What follows belongs to an exercise in optimizing a design on an open flow for small area; a production flow would make more cautious choices.
Function was checked by simulation only, so behaviour that the tests miss may differ from the original.

## build 74
## horn_core
module horn_core (
    input  wire        clk,
    input  wire        rst,           
    input  wire [31:0] cmd,
    input  wire [15:0] tick,
    input  wire        raw_level,
    input  wire        cmp_tripped,
    input  wire        config_mode,
    input  wire        charging,
    output wire [15:0] tone_period,
    output wire [15:0] tone_compare,
    output reg         horn_out,
    output reg         ind_red,
    output wire        cmp_sel,
    output reg         sw_status,
    output reg         seq_active,
    output reg  [2:0]  lvg_state,
    output reg         res_bool,
    output wire [15:0] res_period,
    output wire [15:0] res_compare,
    output reg         cmd_err
);
For scale: roughly 1700 cells after synthesis, about 100 flip-flops.
==> flow/config.mk <==
export PLATFORM = sky130hd
export DESIGN_NAME = horn_core
export DESIGN_NICKNAME = horn_core
export VERILOG_FILES = /design/flow/design.v
export SDC_FILE = /design/flow/constraint.sdc
export NUM_CORES = 4
export LEC_CHECK = 0
export ABC_AREA = 1
export CAP_MARGIN = 10
export CORE_MARGIN = 2
export CORE_UTILIZATION = 78
export GPL_TIMING_DRIVEN = 0
export SLEW_MARGIN = 10
==> flow/constraint.sdc <==
create_clock -name core_clock -period 200.0 [get_ports {clk}]
set_input_delay 40.0000 -clock core_clock [delete_from_list [all_inputs] [get_ports {clk}]]
set_output_delay 40.0000 -clock core_clock [all_outputs]
set_load 0.01 [all_outputs]
standard.sh (not shown) runs the stock make flow with config.mk's settings and CLKGATE_MAP_FILE= SYNTH_SCRIPT=/design/flow/synth_recipe.tcl, a recipe that flattens the netlist after the stock synthesis.
==> flow/flow/run.sh <==
#!/bin/bash
# Own layout flow: the standard layout (standard.sh), with one change in
# synthesis: the ABC technology-mapping step runs an area-oriented script
# (flow/area.abc) in place of ORFS's abc_speed/abc_area script. Everything
# else, including the register mapping, flattening and renaming that
# synth_recipe.tcl does, is the standard synthesis unchanged.
# Each tool's full output goes to a log file in this folder (own_*.log) and
# under orfs/logs/.
set -euo pipefail
WORK=$(pwd)
FLOWDIR=$WORK/flow

# ORFS's synth.tcl with the abc call pointed at flow/area.abc
SRC=$FLOW_HOME/scripts/synth.tcl
n=$(grep -c '^  log_cmd abc {\*}\$abc_args$' "$SRC")
if [[ $n != 1 ]]; then echo "unexpected synth.tcl: $n abc calls" >&2; exit 1; fi
sed "s#^  log_cmd abc {\*}\$abc_args\$#  set abc_args [lreplace \$abc_args 1 1 $FLOWDIR/area.abc]\n  log_cmd abc {*}\$abc_args#" \
    "$SRC" > "$WORK/own_synth_core.tcl"

# synth_recipe.tcl, sourcing that copy instead of ORFS's synth.tcl
n=$(grep -c 'source \$::env(SCRIPTS_DIR)/synth.tcl' synth_recipe.tcl)
if [[ $n != 1 ]]; then echo "unexpected synth_recipe.tcl" >&2; exit 1; fi
sed "s#source \$::env(SCRIPTS_DIR)/synth.tcl#source $WORK/own_synth_core.tcl#" \
    synth_recipe.tcl > "$WORK/own_synth.tcl"

# standard.sh with that synthesis script
n=$(grep -c 'SYNTH_SCRIPT=' standard.sh)
if [[ $n != 1 ]]; then echo "unexpected standard.sh" >&2; exit 1; fi
# and with smaller cells for the port buffers and the clock tree: every port
# still gets its own buffer (buf_1, the smallest, in place of the
# clkdlybuf4s50_1 that buffer_ports picks), and CTS builds the tree from
# clkbuf_8 cells, in small clusters, without dummy loads
OWN_VARS="'BUFFER_PORTS_ARGS=-buffer_cell sky130_fd_sc_hd__buf_1'"
# synthesis buffers a port that repeats another signal with the same
# smallest buffer (buf_4 by default)
OWN_VARS+=" 'MIN_BUF_CELL_AND_PORTS=sky130_fd_sc_hd__buf_1 A X'"
OWN_VARS+=" 'CTS_ARGS=-sink_clustering_enable -repair_clock_nets -dont_use_dummy_load -buf_list sky130_fd_sc_hd__clkbuf_16 -root_buf sky130_fd_sc_hd__clkbuf_16'"
sed "s#SYNTH_SCRIPT=[^ ]*#SYNTH_SCRIPT=$WORK/own_synth.tcl $OWN_VARS#" standard.sh > "$WORK/own_standard.sh"

bash "$WORK/own_standard.sh" > "$WORK/own_flow.log" 2>&1 || { tail -50 "$WORK/own_flow.log"; exit 1; }
tail -5 "$WORK/own_flow.log"
==> flow/flow/area.abc <==
strash; dc2; &get -n; &deepsyn -T 120; &put; dch -f; amap; topo; mfs2; strash; dc2; dch -f; amap; topo; mfs2; strash; dch -f; amap; topo
Input changes introduced in build 83 (baseline for comparison: build 74):
-- flow/flow/run.sh --
<<< build 74, line 1
#!/bin/bash
# Own layout flow: the standard layout (standard.sh), with one change in
# synthesis: the ABC technology-mapping step runs an area-oriented script
# (flow/area.abc) in place of ORFS's abc_speed/abc_area script. Everything
# else, including the register mapping, flattening and renaming that
# synth_recipe.tcl does, is the standard synthesis unchanged.
# Each tool's full output goes to a log file in this folder (own_*.log) and
>>> build 83, line 1
#!/bin/bash
# Own layout flow: the standard layout (standard.sh), with these changes
# in synthesis: the ABC technology-mapping step runs an area-oriented script
# (flow/area.abc) in place of ORFS's abc_speed/abc_area script, and the
# arithmetic is left to ABC rather than mapped to adder cells first.
# Everything else, including the register mapping, flattening and renaming
# that synth_recipe.tcl does, is the standard synthesis unchanged.
# Each tool's full output goes to a log file in this folder (own_*.log) and
<<< build 74, line 36
OWN_VARS+=" 'MIN_BUF_CELL_AND_PORTS=sky130_fd_sc_hd__buf_1 A X'"
OWN_VARS+=" 'CTS_ARGS=-sink_clustering_enable -repair_clock_nets -dont_use_dummy_load -buf_list sky130_fd_sc_hd__clkbuf_16 -root_buf sky130_fd_sc_hd__clkbuf_16'"
sed "s#SYNTH_SCRIPT=[^ ]*#SYNTH_SCRIPT=$WORK/own_synth.tcl $OWN_VARS#" standard.sh > "$WORK/own_standard.sh"
>>> build 83, line 37
OWN_VARS+=" 'MIN_BUF_CELL_AND_PORTS=sky130_fd_sc_hd__buf_1 A X'"
# no adder cells: ABC maps the arithmetic with the rest of the logic
OWN_VARS+=" ADDER_MAP_FILE="
OWN_VARS+=" 'CTS_ARGS=-repair_clock_nets -dont_use_dummy_load -buf_list sky130_fd_sc_hd__clkbuf_16 -root_buf sky130_fd_sc_hd__clkbuf_16'"
sed "s#SYNTH_SCRIPT=[^ ]*#SYNTH_SCRIPT=$WORK/own_synth.tcl $OWN_VARS#" standard.sh > "$WORK/own_standard.sh"
==> flow/flow/area.abc <==
strash; dc2; &get -n; &deepsyn -T 150 -S 11; &put; dch -f; amap; topo; mfs2; strash; dc2; dch -f; amap; topo; mfs2; strash; dch -f; amap; topo
==> comparison <==
- Met2 layer wire length in the routed design | build 83 above build 74
- In build 83, the standard-cell row count came out 1 below the value in build 74.
- Clock network area share essentially unchanged between build 74 and build 83.
- The worst hold slack after final layout in build 83 sits 0.0032 ns below the value recorded for build 74.
- Critical path's largest stage delay for build 83 is higher than for build 74.
- Build 83 vs build 74: cell area after technology mapping down by a few percent
- Comparing build 83 and build 74, the lower synthesized cell count is on build 74.
- Delta (build 83 minus build 74): cell count after placement rose by 38%; clock insertion delay at the later pin of the skew report ~0 delta; area fraction in compound gates after synthesis grew by 16 points; transition time at the pin with the least slew margin now larger.
- The most common cell after layout, fill and taps aside comes out nor2_1 in one run and clkinv_1 in the other, namely in build 83 and build 74 respectively.
Modified inputs, build 46 compared to build 83
-- flow/flow/run.sh --
<<< build 83, line 1
#!/bin/bash
# Own layout flow: the standard layout (standard.sh), with these changes
# in synthesis: the ABC technology-mapping step runs an area-oriented script
# (flow/area.abc) in place of ORFS's abc_speed/abc_area script, and the
# arithmetic is left to ABC rather than mapped to adder cells first.
# Everything else, including the register mapping, flattening and renaming
# that synth_recipe.tcl does, is the standard synthesis unchanged.
# Each tool's full output goes to a log file in this folder (own_*.log) and
>>> build 46, line 1
#!/bin/bash
# Own layout flow: the standard layout (standard.sh), with one change in
# synthesis: the ABC technology-mapping step runs an area-oriented script
# (flow/area.abc) in place of ORFS's abc_speed/abc_area script. Everything
# else, including the register mapping, flattening and renaming that
# synth_recipe.tcl does, is the standard synthesis unchanged.
# Each tool's full output goes to a log file in this folder (own_*.log) and
<<< build 83, line 34
OWN_VARS="'BUFFER_PORTS_ARGS=-buffer_cell sky130_fd_sc_hd__buf_1'"
# synthesis buffers a port that repeats another signal with the same
# smallest buffer (buf_4 by default)
OWN_VARS+=" 'MIN_BUF_CELL_AND_PORTS=sky130_fd_sc_hd__buf_1 A X'"
# no adder cells: ABC maps the arithmetic with the rest of the logic
OWN_VARS+=" ADDER_MAP_FILE="
OWN_VARS+=" 'CTS_ARGS=-repair_clock_nets -dont_use_dummy_load -buf_list sky130_fd_sc_hd__clkbuf_16 -root_buf sky130_fd_sc_hd__clkbuf_16'"
sed "s#SYNTH_SCRIPT=[^ ]*#SYNTH_SCRIPT=$WORK/own_synth.tcl $OWN_VARS#" standard.sh > "$WORK/own_standard.sh"
>>> build 46, line 33
OWN_VARS="'BUFFER_PORTS_ARGS=-buffer_cell sky130_fd_sc_hd__buf_1'"
OWN_VARS+=" 'CTS_ARGS=-sink_clustering_enable -repair_clock_nets -dont_use_dummy_load -buf_list sky130_fd_sc_hd__clkbuf_8 -root_buf sky130_fd_sc_hd__clkbuf_8 -sink_clustering_size 8 -sink_clustering_max_diameter 30'"
sed "s#SYNTH_SCRIPT=[^ ]*#SYNTH_SCRIPT=$WORK/own_synth.tcl $OWN_VARS#" standard.sh > "$WORK/own_standard.sh"
==> flow/flow/area.abc <==
strash; dc2; dch -f; amap; topo; mfs2; strash; dc2; dch -f; amap; topo; mfs2; strash; dch -f; amap; topo
Results
Build 46 finished end to end and its layout was clean on timing, DRC and antenna. Build 46 vs build 83 on part of the cycle the worst path needs: build 46 is the higher one. Going from build 83 to build 46, number of nets in the final layout moved down, synthesized area up about 10%. adder cells as the combinational family with the most area after synthesis was reported by build 46, and compound AO/OA/AOI/OAI gates by build 83.
> inputs changed (build 46 -> build 17)
-- flow/flow/run.sh --
<<< build 46, line 1
#!/bin/bash
# Own layout flow: the standard layout (standard.sh), with one change in
# synthesis: the ABC technology-mapping step runs an area-oriented script
# (flow/area.abc) in place of ORFS's abc_speed/abc_area script. Everything
# else, including the register mapping, flattening and renaming that
# synth_recipe.tcl does, is the standard synthesis unchanged.
# Each tool's full output goes to a log file in this folder (own_*.log) and
>>> build 17, line 1
#!/bin/bash
# Own layout flow: the standard layout (standard.sh), with these changes
# in synthesis: the ABC technology-mapping step runs an area-oriented script
# (flow/area.abc) in place of ORFS's abc_speed/abc_area script, and the
# arithmetic is left to ABC rather than mapped to adder cells first.
# Everything else, including the register mapping, flattening and renaming
# that synth_recipe.tcl does, is the standard synthesis unchanged.
# Each tool's full output goes to a log file in this folder (own_*.log) and
<<< build 46, line 33
OWN_VARS="'BUFFER_PORTS_ARGS=-buffer_cell sky130_fd_sc_hd__buf_1'"
OWN_VARS+=" 'CTS_ARGS=-sink_clustering_enable -repair_clock_nets -dont_use_dummy_load -buf_list sky130_fd_sc_hd__clkbuf_8 -root_buf sky130_fd_sc_hd__clkbuf_8 -sink_clustering_size 8 -sink_clustering_max_diameter 30'"
sed "s#SYNTH_SCRIPT=[^ ]*#SYNTH_SCRIPT=$WORK/own_synth.tcl $OWN_VARS#" standard.sh > "$WORK/own_standard.sh"
>>> build 17, line 34
OWN_VARS="'BUFFER_PORTS_ARGS=-buffer_cell sky130_fd_sc_hd__buf_1'"
# synthesis buffers a port that repeats another signal with the same
# smallest buffer (buf_4 by default)
OWN_VARS+=" 'MIN_BUF_CELL_AND_PORTS=sky130_fd_sc_hd__buf_1 A X'"
# no adder cells: ABC maps the arithmetic with the rest of the logic
OWN_VARS+=" ADDER_MAP_FILE="
OWN_VARS+=" 'CTS_ARGS=-sink_clustering_enable -repair_clock_nets -dont_use_dummy_load -buf_list sky130_fd_sc_hd__clkbuf_16 -root_buf sky130_fd_sc_hd__clkbuf_16'"
sed "s#SYNTH_SCRIPT=[^ ]*#SYNTH_SCRIPT=$WORK/own_synth.tcl $OWN_VARS#" standard.sh > "$WORK/own_standard.sh"
==> flow/flow/area.abc <==
strash; dc2; &get -n; &deepsyn -T 150 -S 11; &put; dch -f; amap; topo; mfs2; strash; dc2; dch -f; amap; topo; mfs2; strash; dch -f; amap; topo
Results
Build 17 has completed all stages; timing, DRC and antenna checks passed.
Slowest cell on the critical path = nor3_1: build 46; slowest cell on the critical path = a21oi_1: build 17
Build 46 reports its termination of the worst setup path as pwm_period_q[15] while build 17 reports pwm_period_q[9].
As far as utilization is concerned, build 17 and build 46 perform about the same.
In build 17, post-placement cell count is higher than in build 46.
Relative to build 46, the final cell area reported for build 17 is lower.

---

horn_core again, from the RTL that the note above started with.
export LEC_CHECK = 0
export ABC_AREA = 1
export CAP_MARGIN = 10
export CORE_MARGIN = 2
export CORE_UTILIZATION = 75
export SLEW_MARGIN = 10
create_clock -name core_clock -period 200.0 [get_ports {clk}]
==> flow/flow/run.sh <==
#!/bin/bash
# Own layout flow: the standard layout (standard.sh), with one change in
# synthesis: the ABC technology-mapping step runs an area-oriented script
# (flow/area.abc) in place of ORFS's abc_speed/abc_area script. Everything
# else, including the register mapping, flattening and renaming that
# synth_recipe.tcl does, is the standard synthesis unchanged.
# Each tool's full output goes to a log file in this folder (own_*.log) and
# under orfs/logs/.
set -euo pipefail
WORK=$(pwd)
FLOWDIR=$WORK/flow

# ORFS's synth.tcl with the abc call pointed at flow/area.abc
SRC=$FLOW_HOME/scripts/synth.tcl
n=$(grep -c '^  log_cmd abc {\*}\$abc_args$' "$SRC")
if [[ $n != 1 ]]; then echo "unexpected synth.tcl: $n abc calls" >&2; exit 1; fi
sed "s#^  log_cmd abc {\*}\$abc_args\$#  set abc_args [lreplace \$abc_args 1 1 $FLOWDIR/area.abc]\n  log_cmd abc {*}\$abc_args#" \
    "$SRC" > "$WORK/own_synth_core.tcl"

# synth_recipe.tcl, sourcing that copy instead of ORFS's synth.tcl
n=$(grep -c 'source \$::env(SCRIPTS_DIR)/synth.tcl' synth_recipe.tcl)
if [[ $n != 1 ]]; then echo "unexpected synth_recipe.tcl" >&2; exit 1; fi
sed "s#source \$::env(SCRIPTS_DIR)/synth.tcl#source $WORK/own_synth_core.tcl#" \
    synth_recipe.tcl > "$WORK/own_synth.tcl"

# standard.sh with that synthesis script
n=$(grep -c 'SYNTH_SCRIPT=' standard.sh)
if [[ $n != 1 ]]; then echo "unexpected standard.sh" >&2; exit 1; fi
# and with smaller cells for the port buffers and the clock tree: every port
# still gets its own buffer (buf_1, the smallest, in place of the
# clkdlybuf4s50_1 that buffer_ports picks), and CTS builds the tree from
# clkbuf_8 cells, in small clusters, without dummy loads
OWN_VARS="'BUFFER_PORTS_ARGS=-buffer_cell sky130_fd_sc_hd__buf_1'"
OWN_VARS+=" 'CTS_ARGS=-sink_clustering_enable -repair_clock_nets -dont_use_dummy_load -buf_list sky130_fd_sc_hd__clkbuf_8 -root_buf sky130_fd_sc_hd__clkbuf_8 -sink_clustering_size 8 -sink_clustering_max_diameter 50'"
sed "s#SYNTH_SCRIPT=[^ ]*#SYNTH_SCRIPT=$WORK/own_synth.tcl $OWN_VARS#" standard.sh > "$WORK/own_standard.sh"

bash "$WORK/own_standard.sh" > "$WORK/own_flow.log" 2>&1 || { tail -50 "$WORK/own_flow.log"; exit 1; }
tail -5 "$WORK/own_flow.log"
==> flow/flow/area.abc <==
strash; dc2; dch -f; amap; topo; mfs2; strash; dch -f; amap; topo
The baseline passed the timing, design-rule and antenna checks.
==> next run, changes <==
--- a/flow/flow/run.sh
+++ b/flow/flow/run.sh
@@ -34 +34,4 @@
-OWN_VARS+=" 'CTS_ARGS=-sink_clustering_enable -repair_clock_nets -dont_use_dummy_load -buf_list sky130_fd_sc_hd__clkbuf_8 -root_buf sky130_fd_sc_hd__clkbuf_8 -sink_clustering_size 8 -sink_clustering_max_diameter 50'"
+# synthesis buffers a port that repeats another signal with the same
+# smallest buffer (buf_4 by default)
+OWN_VARS+=" 'MIN_BUF_CELL_AND_PORTS=sky130_fd_sc_hd__buf_1 A X'"
+OWN_VARS+=" 'CTS_ARGS=-sink_clustering_enable -repair_clock_nets -dont_use_dummy_load -buf_list {sky130_fd_sc_hd__clkbuf_8 sky130_fd_sc_hd__clkbuf_16} -root_buf sky130_fd_sc_hd__clkbuf_16 -sink_clustering_size 10 -sink_clustering_max_diameter 40'"
==> flow/flow/area.abc (replaced) <==
strash; dc2; dch -f; amap; topo; mfs2; strash; dc2; dch -f; amap; topo; mfs2; strash; dch -f; amap; topo
CORE_UTILIZATION = 78   (was 75)
GPL_TIMING_DRIVEN = 0   (was not set)
Result: The changed run completed without violations. Final cell count went down by 2.4%. Worst setup slack degrades by 5.6 ns. Routed wire length climbs by 5.2%. Global-route usage came out higher by 4.5 points. Maximum frequency fell by 4.4%.
==> next run, changes <==
--- a/flow/flow/run.sh
+++ b/flow/flow/run.sh
@@ -2,5 +2,6 @@
-# Own layout flow: the standard layout (standard.sh), with one change in
-# synthesis: the ABC technology-mapping step runs an area-oriented script
-# (flow/area.abc) in place of ORFS's abc_speed/abc_area script. Everything
-# else, including the register mapping, flattening and renaming that
-# synth_recipe.tcl does, is the standard synthesis unchanged.
+# Own layout flow: the standard layout (standard.sh), with these changes
+# in synthesis: the ABC technology-mapping step runs an area-oriented script
+# (flow/area.abc) in place of ORFS's abc_speed/abc_area script, and the
+# arithmetic is left to ABC rather than mapped to adder cells first.
+# Everything else, including the register mapping, flattening and renaming
+# that synth_recipe.tcl does, is the standard synthesis unchanged.
@@ -29,4 +30,4 @@
-# and with smaller cells for the port buffers and the clock tree: every port
-# still gets its own buffer (buf_1, the smallest, in place of the
-# clkdlybuf4s50_1 that buffer_ports picks), and CTS builds the tree from
-# clkbuf_8 cells, in small clusters, without dummy loads
+# and with smaller cells for the port buffers and no dummy loads in the
+# clock tree: every port still gets its own buffer (buf_1, the smallest, in
+# place of the clkdlybuf4s50_1 that buffer_ports picks), and CTS builds the
+# tree from clkbuf_16 cells without adding dummy loads
@@ -37 +38,3 @@
-OWN_VARS+=" 'CTS_ARGS=-sink_clustering_enable -repair_clock_nets -dont_use_dummy_load -buf_list {sky130_fd_sc_hd__clkbuf_8 sky130_fd_sc_hd__clkbuf_16} -root_buf sky130_fd_sc_hd__clkbuf_16 -sink_clustering_size 10 -sink_clustering_max_diameter 40'"
+# no adder cells: ABC maps the arithmetic with the rest of the logic
+OWN_VARS+=" ADDER_MAP_FILE="
+OWN_VARS+=" 'CTS_ARGS=-sink_clustering_enable -repair_clock_nets -dont_use_dummy_load -buf_list sky130_fd_sc_hd__clkbuf_16 -root_buf sky130_fd_sc_hd__clkbuf_16'"
==> flow/flow/area.abc (replaced) <==
strash; dc2; &get -n; &deepsyn -T 150 -S 11; &put; dch -f; amap; topo; mfs2; strash; dc2; dch -f; amap; topo; mfs2; strash; dch -f; amap; topo
The changed run completed without violations.
Count of clock-buffer cells in the layout is unchanged.
Via count increases by 30%.
Final area came out lower by 8.7%.
==> next run, changes <==
--- a/flow/flow/run.sh
+++ b/flow/flow/run.sh
@@ -30,4 +30,4 @@
-# and with smaller cells for the port buffers and no dummy loads in the
-# clock tree: every port still gets its own buffer (buf_1, the smallest, in
-# place of the clkdlybuf4s50_1 that buffer_ports picks), and CTS builds the
-# tree from clkbuf_16 cells without adding dummy loads
+# and with smaller cells for the port buffers and the clock tree: every port
+# still gets its own buffer (buf_1, the smallest, in place of the
+# clkdlybuf4s50_1 that buffer_ports picks), and CTS builds the tree from
+# clkbuf_8 cells, in small clusters, without dummy loads
@@ -40 +40 @@
-OWN_VARS+=" 'CTS_ARGS=-sink_clustering_enable -repair_clock_nets -dont_use_dummy_load -buf_list sky130_fd_sc_hd__clkbuf_16 -root_buf sky130_fd_sc_hd__clkbuf_16'"
+OWN_VARS+=" 'CTS_ARGS=-sink_clustering_enable -repair_clock_nets -dont_use_dummy_load -buf_list sky130_fd_sc_hd__clkbuf_16 -root_buf sky130_fd_sc_hd__clkbuf_16 -sink_clustering_size 24 -sink_clustering_max_diameter 120'"
After rerunning: The new run passed the timing, design-rule and antenna checks; sequential share of layout area does not change; setup slack stays the same; clock-buffer cell count does not change; synthesized cell count does not change; routed wire length is unchanged.

## separate check: timing with driven ports
The results above use ideal ports. As a check the final layouts listed here were re-extracted and re-timed, cells and wires unchanged. Step 1 assumes that a clkbuf_16 drives the clock port and a buf_2 every other input. Step 2 times the ports against the registers' clock, not the clock port: input delays grow and output delays shrink by t, the midpoint of the rising clock arrivals with the driver on. a / b / c = ideal / step 1 / step 2; a / b = the first two.
| run | shift t [ns] | slack for setup (ns) | hold slack, ns | worst setup path after step 2 | worst register clock-pin slew, ns |
|---|---|---|---|---|---|
| build 74 | 0.393 | 75.193 / 75.221 / 74.827 | 0.480 / 0.480 / 0.480 | input to register | 0.08 / 0.08 |
| build 83 | 0.393 | 87.619 / 87.636 / 87.243 | 0.477 / 0.477 / 0.477 | input to register | 0.09 / 0.09 |
| build 46 | 0.410 | 74.122 / 74.131 / 73.721 | 0.480 / 0.480 / 0.480 | input to register | 0.12 / 0.12 |
| build 17 | 0.393 | 87.619 / 87.636 / 87.243 | 0.477 / 0.477 / 0.477 | input to register | 0.09 / 0.09 |
| the first run of note 2 | 0.415 | 79.249 / 79.268 / 78.852 | 0.478 / 0.478 / 0.478 | input to register | 0.12 / 0.12 |
| the second run of note 2 | 0.392 | 73.654 / 73.672 / 73.280 | 0.487 / 0.487 / 0.487 | input to register | 0.09 / 0.09 |
| the third run of note 2 | 0.393 | 87.619 / 87.636 / 87.243 | 0.477 / 0.477 / 0.477 | input to register | 0.09 / 0.09 |
| the fourth run of note 2 | 0.393 | 87.619 / 87.636 / 87.243 | 0.477 / 0.477 / 0.477 | input to register | 0.09 / 0.09 |
After both steps setup and hold are still met in every run listed. The setup slack of build 46, which loses most, moves by +0.009 ns with the drivers and by -0.401 ns with both steps.
